Background: an optimization exercise with open tools, aiming at small area, a short achievable clock period and few clock cycles per item. Do not read the settings as production practice.
The RTL was checked by simulation tests, not by an equivalence proof against the original design.
No activity file was given, so power comes from the tool's default toggle rates.

**flow/run.sh**
```bash
#!/bin/bash
# synth_recipe.tcl (not shown) runs the flow's synth.tcl, then flattens the netlist and writes it again
# the make line also repeats each setting of config.mk as NAME=value (left out here)
make -C /OpenROAD-flow-scripts/flow DESIGN_CONFIG=/design/flow/config.mk WORK_HOME=/design/flow/orfs CLKGATE_MAP_FILE= SYNTH_SCRIPT=/design/flow/synth_recipe.tcl finish
```
**flow/config.mk**
```make
export PLATFORM = sky130hd
export DESIGN_NAME = cptv_decoder
export DESIGN_NICKNAME = cptv_decoder
export VERILOG_FILES = /design/flow/design.v
export SDC_FILE = /design/flow/constraint.sdc
export NUM_CORES = 4
export LEC_CHECK = 0
export CAP_MARGIN = 20
export CORE_MARGIN = 2
export CORE_UTILIZATION = 40
export SETUP_SLACK_MARGIN = 4.6
export SLEW_MARGIN = 20
```
**flow/constraint.sdc**
```tcl
create_clock -name core_clock -period 7.0 [get_ports {clk}]
set_input_delay 1.4000 -clock core_clock [delete_from_list [all_inputs] [get_ports {clk}]]
set_output_delay 1.4000 -clock core_clock [all_outputs]
set_load 0.01 [all_outputs]
```
**flow/design.v**
```verilog
module cptv_decoder (
    input  wire        clk,
    input  wire        rst,           
    input  wire        cmd_valid,
    output wire        cmd_ready,
    input  wire [4:0]  cmd_width,     
    input  wire [15:0] cmd_count,     
    input  wire        cmd_hist,      
    output reg         cmd_err,       
    input  wire        in_valid,
    output wire        in_ready,
    input  wire [31:0] in_data,
    input  wire        h_valid,
    output wire        h_ready,
    input  wire [15:0] h_data,
    output reg         out_valid,
    input  wire        out_ready,
    output reg  [15:0] out_data,
    output reg         out_last
);
    reg        idle;          
    reg        dec;           
    reg        hist;
    reg [3:0]  wm1;           
    reg [15:0] sl;            
    reg        last_q;        
    reg [31:0] w0, w1;        
    reg        v0, v1;
    reg [4:0]  p;             
    reg [5:0]  e;             
    reg        pop_q;         
    reg        c2;            
    reg        in_rdy;
    reg [15:0] rr;            
    reg        r_valid, r_last;
    reg [15:0] acc;           
    reg        a_valid, a_last;
    reg [15:0] hb;            
    reg        hbv;
    reg        h_rdy;
    reg        sk_valid;      
    reg [15:0] sk_data;
    reg        sk_last;
    assign cmd_ready = idle;
    assign in_ready  = in_rdy;
    assign h_ready   = h_rdy;
    wire cmd_ok   = (cmd_width != 5'd0) && (!cmd_width[4] || cmd_width[3:0] == 4'd0) &&
                    (cmd_count != 16'd0);
    wire cmd_take = cmd_valid && idle && cmd_ok;
    wire have = v0 && (!e[5] || v1);
    wire s2 = a_valid && (!hist || hbv) && !sk_valid;   
    wire s1 = r_valid && (!a_valid || s2);              
    wire s0 = dec && have && (!r_valid || s1);          
    wire [47:0] cat  = {w0, w1[31:16]};                 
    wire [62:0] catx = {15'd0, cat} << e;
    wire [15:0] raw  = catx[62:47];                     
    wire        sign = w0[~p];                          
    reg  [15:0] resid;
    integer j;
    always @(*)
        for (j = 0; j < 16; j = j + 1)
            resid[j] = (j <= wm1) ? raw[j] : sign;
    wire [15:0] sample = acc + hb;
    wire out_free = !out_valid || out_ready;
    wire       push  = in_valid && in_rdy;
    wire       pop   = s0 && pop_q;
    wire       lastc = s0 && last_q;
    wire       sl_is2 = (sl == 16'd2);
    wire [6:0] u     = {1'b0, e} + {3'b0, wm1} + 7'd1;             
    wire [6:0] t     = {1'b0, e} + {2'b0, wm1, 1'b0} + 7'd1;       
    wire [5:0] e1    = pop_q ? {1'b0, u[4:0]} : u[5:0];
    wire       pop1  = !pop_q && (u >= 7'd31);
    wire       c21   = pop_q ? (t >= 7'd63) : (t >= 7'd31);
    reg        v0_n, v1_n;
    always @(*) begin
        if (lastc) begin
            v0_n = 1'b0;
            v1_n = 1'b0;
        end else if (pop) begin
            v0_n = v1 || push;
            v1_n = v1 && push;
        end else begin
            v0_n = v0 || push;
            v1_n = v1 || (v0 && push);
        end
    end
    wire dec_n     = dec && !lastc;
    wire xing_n    = s0 ? e1[5] : e[5];
    wire c2_n      = s0 ? c21 : c2;
    wire last_n    = s0 ? sl_is2 : last_q;
    wire r_valid_n = s0 || (r_valid && !s1);
    wire a_valid_n = s1 || (a_valid && !s2);
    wire hbv_n     = (h_valid && h_rdy) || (hbv && !(s2 && hist));
    wire sk_valid_n = sk_valid ? !out_free : (s2 && !out_free);
    wire in_rdy_n = dec_n && (!v0_n || (!v1_n && (xing_n || (c2_n && !last_n))));
    wire h_rdy_n  = hist &&
                    (hbv_n ? (a_valid_n && !sk_valid_n && (r_valid_n || dec_n))
                           : (a_valid_n || r_valid_n || dec_n));
    always @(posedge clk) begin
        if (rst) begin
            idle      <= 1'b1;
            dec       <= 1'b0;
            v0        <= 1'b0;
            v1        <= 1'b0;
            in_rdy    <= 1'b0;
            r_valid   <= 1'b0;
            a_valid   <= 1'b0;
            hbv       <= 1'b0;
            h_rdy     <= 1'b0;
            sk_valid  <= 1'b0;
            out_valid <= 1'b0;
            cmd_err   <= 1'b0;
        end else begin
            cmd_err   <= cmd_valid && idle && !cmd_ok;
            v0        <= v0_n;
            v1        <= v1_n;
            r_valid   <= r_valid_n;
            a_valid   <= a_valid_n;
            hbv       <= hbv_n;
            sk_valid  <= sk_valid_n;
            if (idle) begin
                idle   <= !cmd_take;
                dec    <= cmd_take;
                in_rdy <= 1'b0;
                h_rdy  <= 1'b0;
            end else begin
                idle   <= s2 && a_last;
                dec    <= dec_n;
                in_rdy <= in_rdy_n;
                h_rdy  <= h_rdy_n;
            end
            if (out_free)
                out_valid <= sk_valid || s2;
        end
    end
    always @(posedge clk) begin
        if (idle) begin
            hist   <= cmd_hist;
            wm1    <= cmd_width[3:0] - 4'd1;
            sl     <= cmd_count;
            last_q <= (cmd_count == 16'd1);
            p      <= 5'd0;
            e      <= {2'b0, cmd_width[3:0] - 4'd1};
            pop_q  <= 1'b0;
            c2     <= 1'b0;
        end else if (s0) begin
            sl     <= sl - 16'd1;
            last_q <= sl_is2;
            p      <= e[4:0] + 5'd1;
            e      <= e1;
            pop_q  <= pop1;
            c2     <= c21;
        end
        if (!v0 || pop)
            w0 <= v1 ? w1 : in_data;
        if (!v1)
            w1 <= in_data;
        if (s0) begin
            rr     <= resid;
            r_last <= last_q;
        end
        if (idle)
            acc <= 16'd0;
        else if (s1)
            acc <= acc + rr;
        if (s1)
            a_last <= r_last;
        if (!hbv || (s2 && hist))
            hb <= h_data & {16{hist}};
        if (out_free) begin
            if (sk_valid) begin
                out_data <= sk_data;
                out_last <= sk_last;
            end else begin
                out_data <= sample;
                out_last <= a_last;
            end
        end else if (!sk_valid) begin
            sk_data <= sample;
            sk_last <= a_last;
        end
    end
endmodule
```
==> flow_summary.json, run 1 <==
{
  "reg2reg_from": "e[0]",
  "synthMuxAreaShare_pct": 20.3,
  "drtIter0Drc": 1303,
  "rows": 66,
  "cts_buffers": 17,
  "hpwl_mm": 25.8,
  "insertion_delay_ps": 460,
  "drtAntennaViolNets": 0,
  "synthArstFlopShare_pct": 0,
  "layout-drive-gt1-share_pct": 27.3,
  "synth_compound_area_share_pct": 15.8,
  "skew_ps": 13.4,
  "place.gp.congestion": 0.942,
  "cts_hold_buf": 0,
  "synth_area_leader_cell": "edfxtp_1",
  "r2r-end": "rr[11]",
  "hold_path_class": "flip-flop to flip-flop",
  "cts_num_sinks": 195,
  "setup_ws_ps": 4480,
  "routed_wl_mm": 41.2,
  "dieArea_sq_um": 34300,
  "syn_area_per_cell_sq_um": 10.5,
  "syn2layout_area_growth_pct": 27.7,
  "cts_tree": "built",
  "num_antenna_cells": 0,
  "max-clock-path-buffers": 2,
  "synth_xor_area_share_pct": 2.60,
  "yosys_warnings": 1,
  "crit_start": "e[0]",
  "grt_setup_unrepaired": "true",
  "timing.final.hold_violations": 0,
  "die_x_um": 185,
  "yosysMostFrequentCell": "edfxtp_1",
  "firstDrtPassIters": 6,
  "synthTopCellsByArea": "edfxtp_1 (29%), dfxtp_1 (11%), mux4_2 (8.7%)",
  "grt_pass1_wl_mm": 60.1,
  "overflow": 0,
  "root_buffer": "clkbuf_16",
  "vias": 11300,
  "netlist.area_leader.share_pct": 28.6,
  "status": "finished clean",
  "htree_levels": 4,
  "synth_top_family_by_area": "multiplexers",
  "worst_setup_path_endpoint": "rr[11]",
  "leakage_nw": 6.40,
  "pre_cts_ws_ps": 3350,
  "fin_setup_tns_ps": 0,
  "synth_cell_types": 82,
  "grt_pass1_vias": 10500,
  "start_util_pct": 40.5,
  "critPathMaxStageDelay_ps": 520,
  "via_per_inst": 6.06,
  "netlist_instances": 1254,
  "ff2ff_setup_slack_ps": 4480,
  "synth_edf_count": 125,
  "critPathKind": "flip-flop to flip-flop",
  "synthAdderAreaFrac_pct": 4.78,
  "synth_seq_cells": 195,
  "antenna_found_initial": 0,
  "drc": 0,
  "grt_usage_pct": 22.8,
  "grt_max_degree": 70,
  "path_max_fanout": 7,
  "synth_ff_type": "edfxtp_1",
  "seq_area_frac_synth_pct": 39.2,
  "drt-wirelength-per-cell_um": 22.1,
  "yosys.area_share.simple_pct": 13.3,
  "slew_headroom_pct": 52.8,
  "cp-start-kind": "flip-flop",
  "fin_nets": 1534,
  "setup_viol": 0,
  "cap_viol_max_count": 0,
  "die_y_um": 185,
  "pin_count": 98,
  "critPathCaptureType": "flip-flop",
  "fp.coreArea_sq_um": 32500,
  "fmax_ghz": 0.398,
  "crit_slowest_cell": "mux4_2",
  "vdd_drop_max_v": 0.000200,
  "netlist_top_cells_count": "edfxtp_1 (125), nand2_1 (123), nor2_1 (85)",
  "period_minus_slack_ps": 2520,
  "power_density_nw_per_um2": 231,
  "clk_pin_slew_ps": 80,
  "fillers": 2831,
  "crit_chain": "buf_8 -> buf_12 -> mux4_2 -> a222oi_1 -> buf_4 -> a21oi_2 -> a221oi_2 -> a21o_1 -> mux2i_1",
  "cp.required_ps": 7190,
  "io_buffers": 97,
  "drv_slew": 0,
  "synth_area_sq_um": 13100,
  "r2r_cells": 9,
  "cp.arrival_ps": 2710,
  "worstMarginPinSlew_ps": 707,
  "syn-num-nets": 1377,
  "fin_crit_sh_pct": 35.9
}
## cells by family after synthesis
logic type / count (synthesis)
simple gates: 366
buf+inv: 111
fa+ha+maj: 48
compound gates: 310
mux: 185
xor+xnor: 39
flops: 195
## final cells by class
class / count / area, sq um / share of cell area (%)
clock buffers: 17 / 425 / 2.54
clock inverters: 15 / 173 / 1.03
inverters: 36 / 188 / 1.12
multi-input cells: 948 / 8030 / 47.9
flip-flops and latches: 195 / 5180 / 30.8
well taps: 442 / 553 / 3.30
repair buffers: 211 / 2220 / 13.2
repair inverters: 2 / 12.5 / 0.0746
## registers in the layout, summed over array words and instances, names as in the netlist, 4 cells and up
register and flops:
acc 16, sk_data 16, w1 32, sl 16
hb 16, rr 16, wm1 4, w0 32
p 5, e 6, out_data 16
## critical path, delay by kind of cell, from the launching register on
| family | cells | cell delay, ps |
|---|---|---|
| mux | 2 | 580 |
| flops | 1 | 360 |
| buf+inv | 3 | 500 |
| compound gates | 4 | 800 |
## power breakdown
| part | leakage (nW) | total (mW) | switching (mW) | internal, mW |
|---|---|---|---|---|
| combinational | 4.24 | 1.49 | 0.769 | 0.723 |
| clock | 0.282 | 1.02 | 0.478 | 0.537 |
| sequential | 1.88 | 1.36 | 0.0660 | 1.30 |
## placed cells by master (no fill, tap or decap), drive strengths merged, types with 7 or more instances in the layout
| cell type | netlist | final |
|---|---|---|
| nor2 | 85 | 85 |
| mux2i | 71 | 71 |
| ha | 43 | 43 |
| mux2 | 58 | 58 |
| edfxtp | 125 | 125 |
| o21ai | 71 | 71 |
| clkinvlp | 0 | 9 |
| nand2 | 123 | 123 |
| clkbuf | 38 | 22 |
| clkdlybuf4s50 | 0 | 55 |
| dlygate4sd2 | 0 | 8 |
| a21o | 13 | 13 |
| a31oi | 15 | 15 |
| a211oi | 15 | 15 |
| a21oi | 64 | 64 |
| dlymetal6s2s | 0 | 9 |
| a221oi | 8 | 8 |
| inv | 34 | 36 |
| xor2 | 17 | 17 |
| nand3 | 25 | 25 |
| nor2b | 13 | 13 |
| or3 | 7 | 7 |
| o21a | 11 | 11 |
| mux4 | 56 | 56 |
| nor3 | 21 | 21 |
| nor4 | 8 | 8 |
| dfxtp | 70 | 70 |
| nand2b | 22 | 22 |
| and3 | 10 | 10 |
| buf | 37 | 126 |
| o22ai | 13 | 13 |
| o211ai | 22 | 22 |
| a22oi | 8 | 8 |
| xnor2 | 22 | 22 |
| and2 | 20 | 20 |
| nand4 | 8 | 8 |
## through the flow
step | hold WS, ps | cell area, sq um | power, mW | util (%) | std cells
after floorplan | 400 | 13200 | 2.15 | - | 1254
after global placement | 411 | 14400 | 2.43 | 44.4 | 1731
after detailed placement | 406 | 14400 | 2.44 | 44.4 | 1731
after CTS | 414 | 15800 | 3.65 | 48.8 | 1812
after global routing | 433 | 16800 | 4.00 | 51.7 | 1866
final | 414 | 16800 | 3.87 | 51.7 | 1866
## worst min-delay path by stage
stage / startpoint / depth (start not counted) / slack, ps / endpoint
final: r_last / 0 / 410 / a_last
after floorplan: r_last / 0 / 400 / a_last
after global placement: r_last / 0 / 410 / a_last
after global routing: r_last / 0 / 430 / a_last
after CTS: r_last / 0 / 410 / a_last
after detailed placement: r_last / 0 / 410 / a_last
## per-layer routing
| layer | part of all wire, % | track usage (%) | routed length [um] | vias to the layer above |
|---|---|---|---|---|
| li1 | - | - | - | 5138 |
| met1 | 41 | 29.2 | 16800 | 5381 |
| met2 | 46 | 36.7 | 19100 | 619 |
| met3 | 7.2 | 4.15 | 2960 | 164 |
| met4 | 5.8 | 12.3 | 2380 | 0 |
| met5 | 0 | 0 | 0 | - |
## repair_timing
| item | in CTS | in global routing |
|---|---|---|
| buffers inserted | 38 | 49 |
| gates resized for setup | 189 | 105 |
| setup endpoints to repair | 162 | 71 |
| cloned | 11 | 5 |
| pin swaps | 22 | 44 |
Testbench counts, summed over its fixed seeds: cycles 246,500, samples 246,004.
==> inputs of run 2 (changes only) <==
--- a/flow/config.mk
+++ b/flow/config.mk
@@ -8,5 +8,5 @@
 export CAP_MARGIN = 20
 export CORE_MARGIN = 2
 export CORE_UTILIZATION = 40
-export SETUP_SLACK_MARGIN = 4.6
+export SETUP_SLACK_MARGIN = 4.3
 export SLEW_MARGIN = 20
==> flow_summary.json, run 2 <==
{
  "holdPathStages": 0,
  "whs_ps": 434,
  "cp.required_ps": 7190,
  "power_density_nw_per_um2": 225,
  "status": "finished clean",
  "die_y_um": 185,
  "path_max_fanout": 29,
  "reg2reg_from": "e[0]",
  "io_buffers": 97,
  "start_util_pct": 40.5,
  "slew_headroom_pct": 55.2,
  "hold_path_class": "flip-flop to flip-flop",
  "layout_commonest_cell": "edfxtp_1",
  "cp.arrival_ps": 2850,
  "max-clock-path-buffers": 2,
  "synth_area_leader_cell": "edfxtp_1",
  "netlist.area_leader.share_pct": 28.6,
  "timing.final.hold_violations": 0,
  "grt_max_degree": 67,
  "drv_slew": 0,
  "vias": 10500,
  "via_per_inst": 5.92,
  "synth_area_sq_um": 13100,
  "vdd_drop_max_v": 0.000201,
  "drtAntennaViolNets": 0,
  "yosysMostFrequentCell": "edfxtp_1",
  "num_antenna_cells": 0,
  "synth_cell_types": 82,
  "hp-start": "r_last",
  "fin_setup_tns_ps": 0,
  "netlist_instances": 1254,
  "cap_viol_max_count": 0,
  "worstMarginPinSlew_ps": 670,
  "cts_num_sinks": 195,
  "netlist_top_cells_count": "edfxtp_1 (125), nand2_1 (123), nor2_1 (85)",
  "crit_start": "e[0]",
  "clk_pin_slew_ps": 70,
  "r2r_cells": 6,
  "hpwl_mm": 25.6,
  "drtIter0Drc": 992,
  "drt-wirelength-per-cell_um": 20.2,
  "synthArstFlopShare_pct": 0,
  "fmax_ghz": 0.375,
  "fillers": 3074,
  "grt_setup_unrepaired": "true",
  "critPathKind": "flip-flop to flip-flop",
  "synth_edf_count": 125,
  "layout_common_cells": "edfxtp_1 (125), nand2_1 (121), nor2_1 (85)",
  "dieArea_sq_um": 34300,
  "multi_input_area_sq_um": 7520,
  "seq_area_frac_synth_pct": 39.2,
  "grt_pass1_vias": 10200,
  "total_power_mw": 3.44,
  "grt_usage_pct": 21.0,
  "synth_ff_type": "edfxtp_1",
  "pin_count": 98,
  "cts_buffers": 17,
  "synth_seq_cells": 195,
  "rows": 66,
  "layout-drive-gt1-share_pct": 14.9,
  "root_buffer": "clkbuf_16",
  "cts_hold_buf": 0,
  "syn-num-nets": 1377,
  "htree_levels": 4,
  "cts_tree": "built",
  "yosys_warnings": 1,
  "firstDrtPassIters": 6,
  "setup_viol": 0,
  "seq_area_sq_um": 5160,
  "fin_crit_sh_pct": 38.1,
  "syn_area_per_cell_sq_um": 10.5,
  "drc": 0,
  "synthTopCellsByArea": "edfxtp_1 (29%), dfxtp_1 (11%), mux4_2 (8.7%)",
  "fp.coreArea_sq_um": 32500,
  "die_x_um": 185,
  "overflow": 0,
  "skew_ps": 13.5,
  "place.gp.congestion": 0.961,
  "insertion_delay_ps": 450,
  "leakage_nw": 5.72,
  "syn2layout_area_growth_pct": 16.2,
  "fin_nets": 1448,
  "critPathCaptureType": "flip-flop",
  "cp-start-kind": "flip-flop",
  "antenna_found_initial": 0,
  "routed_wl_mm": 35.9,
  "grt_pass1_wl_mm": 56.3,
  "top_regs": "w0: 32 flops, w1: 32 flops",
  "period_minus_slack_ps": 2670
}
run 2: cell counts after synthesis:
No cell type changed its count.
run 2: cells by family (layout without fill, tap and decap cells):
logic type,count (synthesis),after routing,synth area share (%)
adders and majority gates,48,48,4.78
and+or+nand+nor,366,366,13.3
DFF,195,195,39.2
AOI/OAI and AO/OA,310,310,15.8
buffers and inverters,111,195,4.00
xor gates and xnor gates,39,39,2.60
muxes,185,185,20.3
run 2: worst paths after layout:
check	endpoint	slack (ps)
worst min-delay path	a_last	430
worst min register to register	a_last	430
worst max register to register	rr[6]	4330
worst max-delay path	rr[6]	4330
run 2: where the power goes:
| group | total, mW | switching [mW] | internal [mW] | leakage [nW] |
|---|---|---|---|---|
| clock | 0.944 | 0.476 | 0.468 | 0.274 |
| sequential | 1.37 | 0.0696 | 1.30 | 1.88 |
| combinational | 1.13 | 0.617 | 0.508 | 3.57 |
run 2: final cells by class:
cell class                      instances  share of cell area (%)
Inverter                               36                   0.999
Clock inverter                         14                   0.827
Multi-Input combinational cell        948                    49.2
Timing Repair inverter                  1                  0.0491
Clock buffer                           18                    2.81
Tap cell                              442                    3.62
Timing Repair Buffer                  126                    8.67
Sequential cell                       195                    33.8
run 2: stage by stage:
| step | util, % | setup slack (ps) | instances | cell area, sq um |
|---|---|---|---|---|
| after floorplan | - | 4310 | 1254 | 13100 |
| after global placement | 44.3 | 3570 | 1730 | 14400 |
| after detailed placement | 44.3 | 3450 | 1730 | 14400 |
| after CTS | 46.7 | 4050 | 1774 | 15100 |
| after global routing | 47.1 | 4270 | 1780 | 15300 |
| final | 47.1 | 4330 | 1780 | 15300 |
run 2: critical path, cell delays in order, from the launching register on:
cell and delay [ps]:
edfxtp_1 400, buf_6 340, mux4_2 570, mux4_2 520
a21o_1 220, mux2i_1 240, mux2i_1 110
run 2: repair_timing:
action	CTS	global route
gates cloned	3	1
setup endpoints to repair	139	69
pin swaps	1	3
buffers inserted	9	5
resized for setup	48	19
run 2: layer usage:
metal,GRT usage (%),part of all wire (%),vias up
met5,0,0,-
met4,8.00,3.1,0
met3,3.17,6.0,82
met2,34.7,47,457
met1,27.8,44,5044
li1,-,-,4956
==> inputs of run 3 (changes only) <==
--- a/flow/config.mk
+++ b/flow/config.mk
@@ -7,6 +7,7 @@
 export LEC_CHECK = 0
 export CAP_MARGIN = 20
 export CORE_MARGIN = 2
-export CORE_UTILIZATION = 40
+export CORE_UTILIZATION = 65
+export PLACE_DENSITY = 0.75
 export SETUP_SLACK_MARGIN = 4.3
 export SLEW_MARGIN = 20
==> flow_summary.json, run 3 <==
{
  "cp-start-kind": "flip-flop",
  "seq_area_frac_synth_pct": 39.2,
  "routed_wl_mm": 36.7,
  "critPathKind": "flip-flop to flip-flop",
  "crit_slowest_cell": "buf_4",
  "synth_cell_types": 82,
  "vias": 11000,
  "multi_input_area_sq_um": 7540,
  "p_sw_share_pct": 33.8,
  "worstMarginPinSlew_ps": 690,
  "synth_edf_count": 125,
  "netlist_top_cells_count": "edfxtp_1 (125), nand2_1 (123), nor2_1 (85)",
  "start_util_pct": 65.6,
  "total_power_mw": 3.54,
  "synth_area_sq_um": 13100,
  "leakage_nw": 5.78,
  "drv_slew": 0,
  "p_switching_mw": 1.20,
  "root_buffer": "clkbuf_16",
  "grt_setup_unrepaired": "false",
  "hpwl_mm": 25.6,
  "critPathMaxStageDelay_ps": 400,
  "fin_nets": 1453,
  "netlist_instances": 1254,
  "htree_levels": 4,
  "path_max_fanout": 63,
  "internal_power_mw": 2.35,
  "yosys_warnings": 1,
  "cts_hold_buf": 0,
  "vdd_drop_max_v": 0.000195,
  "drc": 0,
  "netlist.area_leader.share_pct": 28.6,
  "cts_tree": "built",
  "combPwrFrac_pct": 32.1,
  "hold_path_class": "flip-flop to flip-flop",
  "antenna_found_initial": 0,
  "overflow": 0,
  "crit_chain": "clkbuf_8 -> inv_1 -> buf_4 -> nor2_1 -> a221oi_2 -> o21ai_0 -> o31ai_1 -> o22ai_2",
  "synth_ff_type": "edfxtp_1",
  "num_antenna_cells": 0,
  "via_per_inst": 6.84,
  "cp.required_ps": 7180,
  "die_y_um": 146,
  "syn2layout_area_growth_pct": 15.1,
  "die_x_um": 146,
  "whs_ps": 424,
  "pin_count": 98,
  "pwr-share-clk_pct": 29.3,
  "firstDrtPassIters": 6,
  "layout_common_cells": "edfxtp_1 (125), nand2_1 (120), nor2_1 (84)",
  "period_minus_slack_ps": 2670,
  "fmax_ghz": 0.374,
  "place.gp.congestion": 0.994,
  "drtAntennaViolNets": 0,
  "fin_area_sq_um": 15100,
  "rows": 52,
  "cp.arrival_ps": 2850,
  "status": "finished clean",
  "grt_max_degree": 70,
  "fillers": 1433,
  "grt_pass1_vias": 10600,
  "setup_ws_ps": 4330,
  "cts_num_sinks": 195,
  "pre_cts_ws_ps": 3550,
  "skew_ps": 14.4,
  "drt-wirelength-per-cell_um": 22.7,
  "clk_pin_slew_ps": 80,
  "syn-num-nets": 1377,
  "seq_area_sq_um": 5160,
  "synthArstFlopShare_pct": 0,
  "power_density_nw_per_um2": 234,
  "fin_crit_sh_pct": 38.2,
  "p_seq_share_pct": 38.6,
  "setup_viol": 0,
  "cts_buffers": 17,
  "top_regs": "w0: 32 flops, w1: 32 flops",
  "placed_cell_area_sq_um": 14200,
  "syn_area_per_cell_sq_um": 10.5,
  "layout_commonest_cell": "edfxtp_1",
  "max-clock-path-buffers": 2,
  "dieArea_sq_um": 21400,
  "grt_usage_pct": 34.0,
  "io_buffers": 97,
  "grt_pass1_wl_mm": 57.3,
  "fp.coreArea_sq_um": 20000,
  "slew_headroom_pct": 54.0,
  "layout-drive-gt1-share_pct": 15.6,
  "timing.final.hold_violations": 0,
  "synth_area_leader_cell": "edfxtp_1",
  "insertion_delay_ps": 450,
  "yosysMostFrequentCell": "edfxtp_1",
  "synth_seq_cells": 195,
  "fin_setup_tns_ps": 0,
  "cap_viol_max_count": 0,
  "synthTopCellsByArea": "edfxtp_1 (29%), dfxtp_1 (11%), mux4_2 (8.7%)",
  "critPathCaptureType": "flip-flop",
  "drtIter0Drc": 1299
}
==> run 3: routing by layer <==
metal / track usage (%) / part of all wire, % / vias up
li1: - / - / 4955
met1: 44.0 / 38 / 5235
met2: 57.0 / 49 / 667
met3: 5.47 / 8.1 / 170
met4: 15.1 / 5.1 / 0
met5: 0 / 0 / -
==> run 3: path summary, 6_finish.rpt <==
| check | start | to | slack, ps | depth (start not counted) |
|---|---|---|---|---|
| max reg2reg | e[2] | rr[4] | 4330 | 8 |
| max | e[2] | rr[4] | 4330 | 8 |
| min | r_last | a_last | 420 | 0 |
| min reg2reg | r_last | a_last | 420 | 0 |
==> run 3: critical path, delay by kind of cell, from the launching register on <==
family,cells,cell delay (ps)
buffers and inverters,3,820
flip-flops,1,380
AND/OR/NAND/NOR,1,180
AO/OA/AOI/OAI,4,980
==> run 3: area by class of cell <==
type,count,area share [%]
clock buffers,17,2.81
flip-flops and latches,195,34.1
clock inverters,15,1.27
multi-input cells,948,49.9
well taps,270,2.23
inverters,36,0.968
repair inverters,1,0.0496
repair buffers,131,8.70
==> run 3: power groups by stage <==
| stage | clock [mW] | sequential, mW | combinational [mW] |
|---|---|---|---|
| 2_1_floorplan | 0 | 1.36 | 0.782 |
| 6_report | 1.04 | 1.37 | 1.14 |
| 3_5_place_dp | 0 | 1.39 | 1.03 |
| 5_1_grt | 1.09 | 1.37 | 1.20 |
| 3_3_place_gp | 0 | 1.39 | 1.02 |
| 4_1_cts | 1.04 | 1.36 | 1.06 |
==> run 3: what timing repair did <==
action	CTS	global route
cloned	1	2
buffers inserted	9	9
pin swaps	1	3
gates resized for setup	39	25
setup endpoints to repair	114	77
==> run 3: cells by family after synthesis <==
group / after synthesis / synth area share [%]
AND/OR/NAND/NOR: 366 / 13.3
AO/OA/AOI/OAI: 310 / 15.8
flip-flops: 195 / 39.2
multiplexers: 185 / 20.3
buffers and inverters: 111 / 4.00
adder cells (fa/ha/maj): 48 / 4.78
XOR/XNOR: 39 / 2.60
==> run 3: per-stage QoR <==
step	utilization [%]	instances
global route	75.5	1613
detailed placement	70.7	1560
floorplan	-	1254
global placement	70.7	1560
CTS	74.4	1602
finish	75.5	1613
==> inputs of run 4 (changes only) <==
--- a/flow/design.v
+++ b/flow/design.v
@@ -19,6 +19,7 @@
     output reg         out_last
 );
     reg        idle;          
+    reg        chk;           
     reg        dec;           
     reg        hist;
     reg [3:0]  wm1;           
@@ -46,7 +47,7 @@
     assign h_ready   = h_rdy;
     wire cmd_ok   = (cmd_width != 5'd0) && (!cmd_width[4] || cmd_width[3:0] == 4'd0) &&
                     (cmd_count != 16'd0);
-    wire cmd_take = cmd_valid && idle && cmd_ok;
+    wire cmd_fire = cmd_valid && idle;
     wire have = v0 && (!e[5] || v1);
     wire s2 = a_valid && (!hist || hbv) && !sk_valid;   
     wire s1 = r_valid && (!a_valid || s2);              
@@ -71,19 +72,21 @@
     wire [5:0] e1    = pop_q ? {1'b0, u[4:0]} : u[5:0];
     wire       pop1  = !pop_q && (u >= 7'd31);
     wire       c21   = pop_q ? (t >= 7'd63) : (t >= 7'd31);
-    reg        v0_n, v1_n;
+    reg        v0_0, v1_0, v0_1, v1_1;
     always @(*) begin
         if (lastc) begin
-            v0_n = 1'b0;
-            v1_n = 1'b0;
+            v0_0 = 1'b0;  v1_0 = 1'b0;
+            v0_1 = 1'b0;  v1_1 = 1'b0;
         end else if (pop) begin
-            v0_n = v1 || push;
-            v1_n = v1 && push;
+            v0_0 = v1;    v1_0 = 1'b0;
+            v0_1 = 1'b1;  v1_1 = v1;
         end else begin
-            v0_n = v0 || push;
-            v1_n = v1 || (v0 && push);
+            v0_0 = v0;    v1_0 = v1;
+            v0_1 = 1'b1;  v1_1 = v1 || v0;
         end
     end
+    wire v0_n = push ? v0_1 : v0_0;
+    wire v1_n = push ? v1_1 : v1_0;
     wire dec_n     = dec && !lastc;
     wire xing_n    = s0 ? e1[5] : e[5];
     wire c2_n      = s0 ? c21 : c2;
@@ -92,13 +95,18 @@
     wire a_valid_n = s1 || (a_valid && !s2);
     wire hbv_n     = (h_valid && h_rdy) || (hbv && !(s2 && hist));
     wire sk_valid_n = sk_valid ? !out_free : (s2 && !out_free);
-    wire in_rdy_n = dec_n && (!v0_n || (!v1_n && (xing_n || (c2_n && !last_n))));
+    wire need_n   = xing_n || (c2_n && !last_n);
+    wire in_rdy_0 = dec_n && (!v0_0 || (!v1_0 && need_n));
+    wire in_rdy_1 = dec_n && (!v0_1 || (!v1_1 && need_n));
+    wire in_rdy_n = push ? in_rdy_1 : in_rdy_0;
+    wire owed_a   = a_valid_n || r_valid_n || dec_n;     
+    wire owed_b   = r_valid_n || dec_n;                   
     wire h_rdy_n  = hist &&
-                    (hbv_n ? (a_valid_n && !sk_valid_n && (r_valid_n || dec_n))
-                           : (a_valid_n || r_valid_n || dec_n));
+                    (hbv_n ? (a_valid_n && !sk_valid_n && owed_b) : owed_a);
     always @(posedge clk) begin
         if (rst) begin
             idle      <= 1'b1;
+            chk       <= 1'b0;
             dec       <= 1'b0;
             v0        <= 1'b0;
             v1        <= 1'b0;
@@ -111,7 +119,8 @@
             out_valid <= 1'b0;
             cmd_err   <= 1'b0;
         end else begin
-            cmd_err   <= cmd_valid && idle && !cmd_ok;
+            cmd_err   <= cmd_fire && !cmd_ok;
+            chk       <= cmd_fire;
             v0        <= v0_n;
             v1        <= v1_n;
             r_valid   <= r_valid_n;
@@ -119,10 +128,14 @@
             hbv       <= hbv_n;
             sk_valid  <= sk_valid_n;
             if (idle) begin
-                idle   <= !cmd_take;
-                dec    <= cmd_take;
+                idle   <= !cmd_valid;
                 in_rdy <= 1'b0;
                 h_rdy  <= 1'b0;
+            end else if (chk) begin
+                idle   <= cmd_err;
+                dec    <= !cmd_err;
+                in_rdy <= !cmd_err;
+                h_rdy  <= !cmd_err && hist;
             end else begin
                 idle   <= s2 && a_last;
                 dec    <= dec_n;
@@ -134,7 +147,7 @@
         end
     end
     always @(posedge clk) begin
-        if (idle) begin
+        if (cmd_fire) begin
             hist   <= cmd_hist;
             wm1    <= cmd_width[3:0] - 4'd1;
             sl     <= cmd_count;
@@ -159,7 +172,7 @@
             rr     <= resid;
             r_last <= last_q;
         end
-        if (idle)
+        if (chk)
             acc <= 16'd0;
         else if (s1)
             acc <= acc + rr;
--- a/flow/config.mk
+++ b/flow/config.mk
@@ -7,7 +7,6 @@
 export LEC_CHECK = 0
 export CAP_MARGIN = 20
 export CORE_MARGIN = 2
-export CORE_UTILIZATION = 65
-export PLACE_DENSITY = 0.75
-export SETUP_SLACK_MARGIN = 4.3
+export CORE_UTILIZATION = 40
+export SETUP_SLACK_MARGIN = 4.45
 export SLEW_MARGIN = 20
==> flow_summary.json, run 4 <==
{
  "slew_headroom_pct": 55.2,
  "clk_pin_slew_ps": 70,
  "synth_edf_count": 125,
  "cp.arrival_ps": 2790,
  "fin_nets": 1331,
  "max-clock-path-buffers": 2,
  "die_y_um": 178,
  "grt_usage_pct": 19.1,
  "rows": 63,
  "start_util_pct": 40.8,
  "dieArea_sq_um": 31800,
  "htree_levels": 4,
  "cts_hold_buf": 0,
  "fin_crit_sh_pct": 37.4,
  "vdd_drop_max_v": 0.000187,
  "layout-drive-gt1-share_pct": 20.7,
  "via_per_inst": 5.80,
  "synthArstFlopShare_pct": 0,
  "root_buffer": "clkbuf_16",
  "syn2layout_area_growth_pct": 21.2,
  "pin_count": 98,
  "cts_num_sinks": 196,
  "synth_area_sq_um": 12200,
  "synthTopCellsByArea": "edfxtp_1 (31%), dfxtp_1 (12%), mux4_2 (8.0%)",
  "layout_commonest_cell": "edfxtp_1",
  "timing.final.hold_violations": 0,
  "drv_slew": 0,
  "insertion_delay_ps": 440,
  "grt_pass1_vias": 8849,
  "layout_common_cells": "edfxtp_1 (125), nand2_1 (112), clkdlybuf4s50_1 (74)",
  "grt_pass1_wl_mm": 47.6,
  "netlist.area_leader.share_pct": 30.9,
  "vias": 9337,
  "syn-num-nets": 1235,
  "setup_viol": 0,
  "power_density_nw_per_um2": 218,
  "io_buffers": 97,
  "synth_cell_types": 76,
  "fmax_ghz": 0.382,
  "die_x_um": 178,
  "total_power_mw": 3.22,
  "drc": 0,
  "worstMarginPinSlew_ps": 666,
  "netlist_top_cells_count": "edfxtp_1 (125), nand2_1 (117), a21oi_1 (71), dfxtp_1 (71), nor2_1 (69)",
  "leakage_nw": 5.55,
  "status": "finished clean",
  "skew_ps": 17.4,
  "antenna_found_initial": 0,
  "seq_area_frac_synth_pct": 42.5,
  "fillers": 2697,
  "cp-start-kind": "flip-flop",
  "cts_tree": "built",
  "whs_ps": 435,
  "netlist_instances": 1112,
  "hpwl_mm": 20.8,
  "overflow": 0,
  "routed_wl_mm": 30.6,
  "fin_setup_tns_ps": 0,
  "grt_setup_unrepaired": "true",
  "path_max_fanout": 8,
  "drtAntennaViolNets": 0,
  "drt-wirelength-per-cell_um": 19.0,
  "cp.required_ps": 7180,
  "cap_viol_max_count": 0,
  "r2r_cells": 8,
  "hold_path_class": "flip-flop to flip-flop",
  "synth_ff_type": "edfxtp_1",
  "cts_buffers": 17,
  "synth_seq_cells": 196,
  "firstDrtPassIters": 5,
  "holdPathStages": 0,
  "drtIter0Drc": 850,
  "syn_area_per_cell_sq_um": 10.9,
  "num_antenna_cells": 0,
  "synth_area_leader_cell": "edfxtp_1",
  "critPathCaptureType": "flip-flop",
  "fp.coreArea_sq_um": 29800,
  "critPathKind": "flip-flop to flip-flop",
  "yosys_warnings": 1,
  "yosysMostFrequentCell": "edfxtp_1",
  "top_regs": "w0: 32 flops, w1: 32 flops",
  "grt_max_degree": 47,
  "period_minus_slack_ps": 2620,
  "place.gp.congestion": 0.911
}
[run 4: cells by family (layout without fill, tap and decap cells)]
group	count (synthesis)	count (layout)	share of synthesized area [%]
AO/OA/AOI/OAI	258	258	13.4
XOR/XNOR	42	42	3.02
adder cells (fa/ha/maj)	48	48	5.16
buffers and inverters	99	208	3.56
flip-flops	196	196	42.5
multiplexers	165	165	20.7
AND/OR/NAND/NOR	304	304	11.6
[run 4: worst paths after layout]
check / slack (ps) / endpoint / from
min reg2reg: 430 / a_last / r_last
max reg2reg: 4380 / rr[3] / e[0]
min: 430 / a_last / r_last
max: 4380 / rr[3] / e[0]
[run 4: repair_timing]
| item | in CTS | in global routing |
|---|---|---|
| endpoints found under the setup margin | 165 | 106 |
| gates resized for setup | 77 | 70 |
| setup buffers | 13 | 12 |
| gates cloned | 5 | 4 |
| pin swaps | 1 | 15 |
[run 4: through the flow]
step	cells	cell area [sq um]	worst slack, ps	util (%)
detailed placement	1545	13400	3160	45.0
global route	1611	14700	4340	49.5
finish	1611	14700	4380	49.5
CTS	1595	14300	4320	48.0
floorplan	1112	12200	4400	-
global placement	1545	13400	3320	45.0
[run 4: worst max-delay path, cell delays in order (launching register included)]
cell,delay [ps]
edfxtp_1,370
buf_6,150
buf_12,160
buf_6,100
mux4_2,520
mux2_4,290
mux4_2,490
o22ai_2,190
mux2i_1,100
[run 4: per-layer routing]
| metal | part of all wire (%) | global-route usage (%) |
|---|---|---|
| met1 | 45 | 26.9 |
| met2 | 47 | 30.5 |
| met5 | 0 | 0 |
| met4 | 2.1 | 6.00 |
| met3 | 5.3 | 2.71 |
[run 4: report_power, final]
part           switching, mW  internal [mW]  leakage [nW]  total [mW]
Sequential            0.0600           1.30          1.86        1.36
Clock                  0.497          0.512         0.290        1.01
Combinational          0.432          0.421          3.40       0.853
Total                  0.989           2.23          5.55        3.22
[run 4: final cells by class]
| cell class | count | area (sq um) | area share [%] |
|---|---|---|---|
| Multi-Input combinational cell | 817 | 6810 | 46.2 |
| Clock buffer | 18 | 429 | 2.91 |
| Timing Repair Buffer | 140 | 1500 | 10.2 |
| Timing Repair inverter | 1 | 5.00 | 0.0340 |
| Tap cell | 390 | 488 | 3.31 |
| Clock inverter | 14 | 164 | 1.11 |
| Sequential cell | 196 | 5190 | 35.2 |
| Inverter | 35 | 159 | 1.08 |
Testbench counts of run 4, summed over its fixed seeds: cycles 246,500, samples 246,004.
==> inputs of run 5 (changes only) <==
--- a/flow/config.mk
+++ b/flow/config.mk
@@ -8,5 +8,5 @@
 export CAP_MARGIN = 20
 export CORE_MARGIN = 2
 export CORE_UTILIZATION = 40
-export SETUP_SLACK_MARGIN = 4.45
+export SETUP_SLACK_MARGIN = 4.3
 export SLEW_MARGIN = 20
==> flow_summary.json, run 5 <==
{
  "status": "finished clean",
  "top_regs": "w0: 32 flops, w1: 32 flops",
  "clk_pin_slew_ps": 70,
  "syn2layout_area_growth_pct": 18.6,
  "cp-start-kind": "flip-flop",
  "fmax_ghz": 0.379,
  "seq_area_frac_synth_pct": 42.5,
  "cts_buffers": 17,
  "die_x_um": 178,
  "netlist.area_leader.share_pct": 30.9,
  "overflow": 0,
  "io_buffers": 97,
  "setup_viol": 0,
  "start_util_pct": 40.8,
  "layout_commonest_cell": "edfxtp_1",
  "critPathKind": "flip-flop to flip-flop",
  "grt_max_degree": 47,
  "drt-wirelength-per-cell_um": 18.7,
  "leakage_nw": 5.47,
  "path_max_fanout": 10,
  "drc": 0,
  "grt_pass1_wl_mm": 47.4,
  "firstDrtPassIters": 6,
  "fin_nets": 1322,
  "place.gp.congestion": 0.918,
  "layout-drive-gt1-share_pct": 17.2,
  "synth_cell_types": 76,
  "skew_ps": 14.7,
  "synth_seq_cells": 196,
  "grt_usage_pct": 19.1,
  "vdd_drop_max_v": 0.000164,
  "fin_setup_tns_ps": 0,
  "synthTopCellsByArea": "edfxtp_1 (31%), dfxtp_1 (12%), mux4_2 (8.0%)",
  "cts_tree": "built",
  "syn_area_per_cell_sq_um": 10.9,
  "grt_pass1_vias": 8920,
  "fin_crit_sh_pct": 37.7,
  "htree_levels": 4,
  "timing.final.hold_violations": 0,
  "period_minus_slack_ps": 2640,
  "cp.required_ps": 7180,
  "drtIter0Drc": 812,
  "insertion_delay_ps": 450,
  "dieArea_sq_um": 31800,
  "rows": 63,
  "synthArstFlopShare_pct": 0,
  "synth_area_sq_um": 12200,
  "grt_setup_unrepaired": "true",
  "power_density_nw_per_um2": 216,
  "slew_headroom_pct": 62.5,
  "yosys_warnings": 1,
  "vias": 9172,
  "pin_count": 98,
  "syn-num-nets": 1235,
  "cp.arrival_ps": 2820,
  "whs_ps": 422,
  "num_antenna_cells": 0,
  "root_buffer": "clkbuf_16",
  "drv_slew": 0,
  "synth_area_leader_cell": "edfxtp_1",
  "worstMarginPinSlew_ps": 561,
  "cts_num_sinks": 196,
  "critPathCaptureType": "flip-flop",
  "netlist_top_cells_count": "edfxtp_1 (125), nand2_1 (117), a21oi_1 (71), dfxtp_1 (71), nor2_1 (69)",
  "via_per_inst": 5.73,
  "fp.coreArea_sq_um": 29800,
  "drtAntennaViolNets": 0,
  "die_y_um": 178,
  "cap_viol_max_count": 0,
  "synth_ff_type": "edfxtp_1",
  "hold_path_class": "flip-flop to flip-flop",
  "max-clock-path-buffers": 2,
  "layout_common_cells": "edfxtp_1 (125), nand2_1 (113), clkdlybuf4s50_1 (74)",
  "netlist_instances": 1112,
  "antenna_found_initial": 0,
  "routed_wl_mm": 30.0,
  "yosysMostFrequentCell": "edfxtp_1",
  "hpwl_mm": 20.8,
  "synth_edf_count": 125
}
==> run 5: changes by cell type in the layout (fill, tap and decap cells not counted), moves of 4 or more <==
| cell | previous run | this run |
|---|---|---|
| a21oi_1 | 66 | 71 |
| a21oi_2 | 5 | 0 |
| buf_6 | 8 | 1 |
| clkinv_4 | 5 | 1 |
| clkinvlp_4 | 2 | 6 |
| mux2i_1 | 43 | 53 |
| mux2i_2 | 9 | 2 |
| mux4_1 | 4 | 11 |
| mux4_2 | 55 | 48 |
| o21ai_0 | 57 | 66 |
| o21ai_1 | 9 | 2 |
==> run 5: stage by stage <==
| stage | cells | area (sq um) | util (%) | setup slack [ps] | total power [mW] |
|---|---|---|---|---|---|
| finish | 1602 | 14400 | 48.4 | 4360 | 3.12 |
| global placement | 1545 | 13400 | 45.0 | 3370 | 2.09 |
| floorplan | 1112 | 12200 | - | 4370 | 1.89 |
| detailed placement | 1545 | 13400 | 45.0 | 3270 | 2.10 |
| CTS | 1585 | 14100 | 47.5 | 4260 | 3.09 |
| global route | 1602 | 14400 | 48.4 | 4260 | 3.25 |
==> run 5: logic make-up (layout without fill, tap and decap cells) <==
group / Yosys count / count (layout) / synth area share [%]
and+or+nand+nor: 304 / 304 / 11.6
AOI/OAI and AO/OA: 258 / 258 / 13.4
DFF: 196 / 196 / 42.5
muxes: 165 / 165 / 20.7
buffers and inverters: 99 / 199 / 3.56
adders and majority gates: 48 / 48 / 5.16
xor gates and xnor gates: 42 / 42 / 3.02
==> run 5: power breakdown <==
part	internal, mW	switching, mW
clock	0.496	0.476
combinational	0.381	0.408
sequential	1.30	0.0596
total	2.18	0.944
==> run 5: worst max-delay path: stages, from the launching register on <==
cell and delay [ps]:
edfxtp_1 420, buf_12 160, buf_4 130, mux4_1 570
mux2_2 300, mux4_2 500, o22ai_2 200, mux2i_1 100
==> run 5: routing by layer <==
metal | wire length, um | track usage (%) | vias up
li1 | - | - | 4395
met3 | 1800 | 4.01 | 39
met5 | 0 | 0 | -
met4 | 529 | 5.62 | 0
met2 | 14000 | 30.5 | 283
met1 | 13600 | 26.3 | 4455
==> run 5: final timing paths <==
path	from	to	slack (ps)	depth (start not counted)
min reg2reg	r_last	a_last	420	0
max reg2reg	e[0]	rr[3]	4360	7
max	e[0]	rr[3]	4360	7
min	r_last	a_last	420	0
==> run 5: timing repair <==
item,in CTS,in global routing
gates resized for setup,42,43
hold buffers,0,0
pin swaps,0,4
buffers inserted,6,15
endpoints found under the setup margin,142,96
cloned,2,2
==> run 5: area by class of cell <==
type | instances | area (sq um)
clock buffers | 20 | 467
well taps | 390 | 488
inverters | 35 | 161
flip-flops and latches | 196 | 5190
multi-input cells | 817 | 6680
repair buffers | 132 | 1350
clock inverters | 12 | 109
fillers | 2734 | 15400

==> separate check: timing with driven ports <==
The results above use ideal ports. As a check the final layouts listed here were re-extracted and re-timed, cells and wires unchanged.
Step 1, drivers: a clkbuf_16 drives clk and a buf_2 each remaining input, both assumed.
Step 2 adds t to the input delays and takes it off the output delays; t is the mean of the earliest and latest rising clock arrival at the registers after step 1. Input paths then give back, and output paths get back, about the clock's delay inside the block.
Slacks: no drivers / after step 1 / after step 2; pairs: no drivers / after step 1.
run	shift t [ns]	setup slack, ns	worst data-port slew with drivers (ns)	pins driven straight from the clock port
run 1	0.496	4.484 / 4.484 / 4.195	0.05	1
run 2	0.500	4.334 / 4.334 / 3.925	0.05	1
run 3	0.494	4.329 / 4.329 / 3.944	0.05	1
run 4	0.484	4.384 / 4.384 / 4.138	0.04	1
run 5	0.488	4.363 / 4.363 / 4.031	0.04	1
After both steps every run listed still meets setup and hold. The setup slack of run 2, which loses most, moves by 0.000 ns with the drivers and by -0.409 ns with both steps.
